From an optimization exercise on the open Yosys and OpenROAD flow, aimed at small area; shortcuts taken in it are not production practice.
Only simulation tests tie the RTL to the original design; equivalence was not proved.
Power is estimated from default activity; no workload was simulated.

## i2cbb
module i2cbb (
    input  wire        clk,
    input  wire        rst,           
    input  wire        host_req,
    input  wire        host_we,
    input  wire [11:0] host_addr,
    input  wire [31:0] host_wdata,
    output reg         host_resp,
    output reg         host_err,
    output reg  [31:0] host_rdata,
    output reg         scl_o,
    output reg         sda_o,
    input  wire        sda_i
);
Size: ~1400 cells after synthesis, roughly 15000 sq um of cells after synthesis.
Settings: LEC_CHECK=0, CAP_MARGIN=20, CORE_MARGIN=2, CORE_UTILIZATION=55, SLEW_MARGIN=20; clock period 8.0 ns.
standard.sh (not shown) runs the stock make flow with config.mk's settings and CLKGATE_MAP_FILE= SYNTH_SCRIPT=/design/flow/synth_recipe.tcl, a recipe that flattens the netlist after the stock synthesis.
==> flow/flow/run.sh <==
#!/bin/bash
# Own layout flow: the standard synthesis, then the combinational logic
# between the registers is re-mapped by ABC for area (registers, their names
# and cell types are kept), then the standard layout from floorplan on.
set -euo pipefail
W=$(pwd)
F=$W/flow
R=$W/orfs/results/$FLOW_PLATFORM/i2cbb/base
LIB=$FLOW_HOME/platforms/$FLOW_PLATFORM/lib/sky130_fd_sc_hd__tt_025C_1v80.lib

bash standard.sh synth > $W/std_synth.log 2>&1

cp $R/1_2_yosys.v $W/std_synth.v
# sequential cells stay black boxes; everything else is flattened to logic
SEQ=$(awk '/^ *cell *\(/ {gsub(/[()";]/," "); c=$2} /^ *(ff|latch|statetable) *\(/ {print c}' $LIB | sort -u | tr '\n' ' ')
DU=""
for c in $(cat $F/dont_use.txt); do DU="$DU -dont_use $c"; done
# four ABC runs with different random seeds; the smallest result is kept
remap() {
  local S=$1
  sed "s/&deepsyn -T 120/\&deepsyn -T 120 -S $S/" $F/remap.abc > $W/remap_$S.abc
  cat > $W/remap_$S.ys <<EOS
read_liberty -ignore_miss_func $LIB
blackbox $SEQ
read_verilog $W/std_synth.v
hierarchy -top $FLOW_TOP
flatten
delete t:\$scopeinfo
opt -purge
abc -script $W/remap_$S.abc -liberty $LIB $DU
setundef -zero
splitnets
opt_clean -purge
hilomap -singleton -hicell sky130_fd_sc_hd__conb_1 HI -locell sky130_fd_sc_hd__conb_1 LO
insbuf -buf sky130_fd_sc_hd__buf_4 A X
opt_clean -purge
read_liberty -lib $LIB
stat -liberty $LIB
write_verilog -noattr -nohex -nodec $W/remap_$S.v
EOS
  yosys -s $W/remap_$S.ys > $W/remap_$S.log 2>&1 || true
}
for S in 1 2 3 4; do remap $S & done
wait
BEST=""; BA=""
for S in 1 2 3 4; do
  A=$(grep "Chip area" $W/remap_$S.log 2>/dev/null | awk '{print $NF}' || true)
  if [[ -n "$A" && -s $W/remap_$S.v ]]; then
    if [[ -z "$BA" ]] || awk -v a="$A" -v b="$BA" 'BEGIN {exit !(a < b)}'; then BEST=$S; BA=$A; fi
  fi
done
echo "remap seeds: best $BEST area $BA" > $W/remap.log
grep -H "Chip area" $W/remap_*.log >> $W/remap.log || true
if [[ -n "$BEST" ]]; then cp $W/remap_$BEST.v $W/remap.v; else cp $W/std_synth.v $W/remap.v; fi
cp $W/remap.v $R/1_2_yosys.v
rm -f $R/1_synth.odb $R/1_synth.sdc

# clock tree without dummy loads; ports buffered with the smallest buffer
bash standard.sh finish "CTS_ARGS=-sink_clustering_enable -repair_clock_nets -dont_use_dummy_load -buf_list sky130_fd_sc_hd__clkbuf_4 -sink_clustering_size 8 -sink_clustering_max_diameter 50" \
  "BUFFER_PORTS_ARGS=-buffer_cell sky130_fd_sc_hd__buf_1" > $W/std_layout.log 2>&1
Other scripts of this flow, unchanged in this note and not shown: flow/flow/dont_use.txt, flow/flow/remap.abc
==> next run, changes <==
--- a/flow/design.v
+++ b/flow/design.v
@@ -112,17 +112,17 @@
     reg  [6:0] dev;
     reg  [39:0] gl;
     reg  [3:0]  pj;
     reg         rack;
     reg         last_ti;
     always @(*) begin
         dev = op[4] ? dsp_addr : sns_addr;
         gl  = glyph(cf[7:0]);
-        pj  = k[3:0] - 4'd2;
+        pj  = {1'b0, k[2:0]};
         rack = is_raw ? cf[0] : (k != 5'd13);
         case (op)
             C_SCFG:  last_ti = (ti == 5'd3);
             C_DINIT: last_ti = (ti == 5'd24);
             C_DWIN:  last_ti = (ti == 5'd5);
             C_DCUR:  last_ti = (ti == 5'd2);
             default: last_ti = 1'b1;
         endcase
@@ -135,26 +135,26 @@
                 default: tok = T_W;
             endcase
         end else if (is_sread) begin
             if (k == 5'd27 || k == 5'd30) tok = T_S;
             else if (k == 5'd14) tok = T_P;
             else if (k[4]) tok = T_W;
             else tok = T_R;
         end else begin
-            if (k == 5'd0) tok = T_S;
-            else if (k == (is_dputc ? 5'd9 : 5'd4)) tok = T_P;
+            if (k == 5'd30) tok = T_S;
+            else if (k == (is_dputc ? 5'd7 : 5'd2)) tok = T_P;
             else tok = T_W;
         end
         byte_v = 8'h00;
         if (is_raw) byte_v = cf[7:0];
         else if (is_sread) begin
             if (k == 5'd29) byte_v = 8'h3B;
             else byte_v = {sns_addr, k[0]};
-        end else if (k == 5'd1) byte_v = {dev, 1'b0};
+        end else if (k[4]) byte_v = {dev, 1'b0};
         else if (pj == 4'd0) begin
             case (op)
                 C_SWAKE: byte_v = 8'h6B;
                 C_SCFG:  byte_v = 8'h19 + {6'd0, ti[1:0]};
                 C_DPUTC: byte_v = 8'h40;
                 default: byte_v = 8'h00;
             endcase
         end else begin
@@ -304,17 +304,18 @@
             end else if (cmd_wr && w_seqerr) begin
                 st_err <= 2'd3; st_nackcnt <= 7'd0;
             end
             if (accept) begin
                 st_busy  <= 1'b1;
                 op       <= {w[29:28], w[26:24]};
                 cf       <= w[22:0];
                 ti       <= 5'd0;
-                k        <= (w[29:28] == 2'b01 && w[26:24] == 3'd2) ? 5'd27 : 5'd0;
+                k        <= (w[29:28] == 2'b01 && w[26:24] == 3'd2) ? 5'd27 :
+                            w_raw ? 5'd0 : 5'd30;
                 b        <= (w[26:24] == 3'd4 && w[29:28] == 2'b00) ? 4'd8 : 4'd0;
                 ph       <= 2'd0;
                 lastack  <= 1'b1;
                 fin      <= 1'b0;
                 nacks    <= 7'd0;
             end
             if (tick) begin
                 if (fin) begin
@@ -348,17 +349,17 @@
                                 lastack <= !nack;
                                 nacks   <= nacks + {6'd0, nack};
                             end
                             if (ackslot && nack && !is_raw && ctrl_abort)
                                 ;    
                             else if (aborting || is_raw) fin <= 1'b1;
                             else if (tok == T_P) begin
                                 if (is_sread || last_ti) fin <= 1'b1;
-                                else begin ti <= ti + 5'd1; k <= 5'd0; end
+                                else begin ti <= ti + 5'd1; k <= 5'd30; end
                             end else k <= k + 5'd1;
                         end
                     end
                 end
             end
         end
     end
 endmodule
=> Die area climbs by 0.94%; total power increases by 3.3%; sequential share of layout area is lower by 0.58 points; via count rose by 3.5%; wire length grows by 6.6%; maximum frequency went up by 0.82%; worst setup slack gains 49 ps; cell count is higher by 1.9%; area after synthesis rose by 0.96%; register-to-register slack degrades by 440 ps.

[separate check: timing with driven ports]
How much do the figures lean on ideal ports? The routed layouts below were timed once more, with nothing changed but the port constraints. Step 1: set_driving_cell puts a clkbuf_16 on clk and a buf_2 on each other input, an assumption about the parent block. Step 2 moves the port delays by t, midway between the first and last clock arrival at a register: inputs arrive t later, outputs are due t later. That takes back most of the time a late clock gives input paths. a / b / c = ideal / step 1 / step 2; a / b = the first two.
run	t, ns	setup slack, ns	worst data-port slew with drivers (ns)
the first run	0.732	1.949 / 1.960 / 1.250	0.06
the second run	0.739	1.998 / 1.998 / 1.728	0.06
After both steps every run listed still meets setup and hold. The setup slack of the first run, which loses most, moves by +0.011 ns with the drivers and by -0.699 ns with both steps.
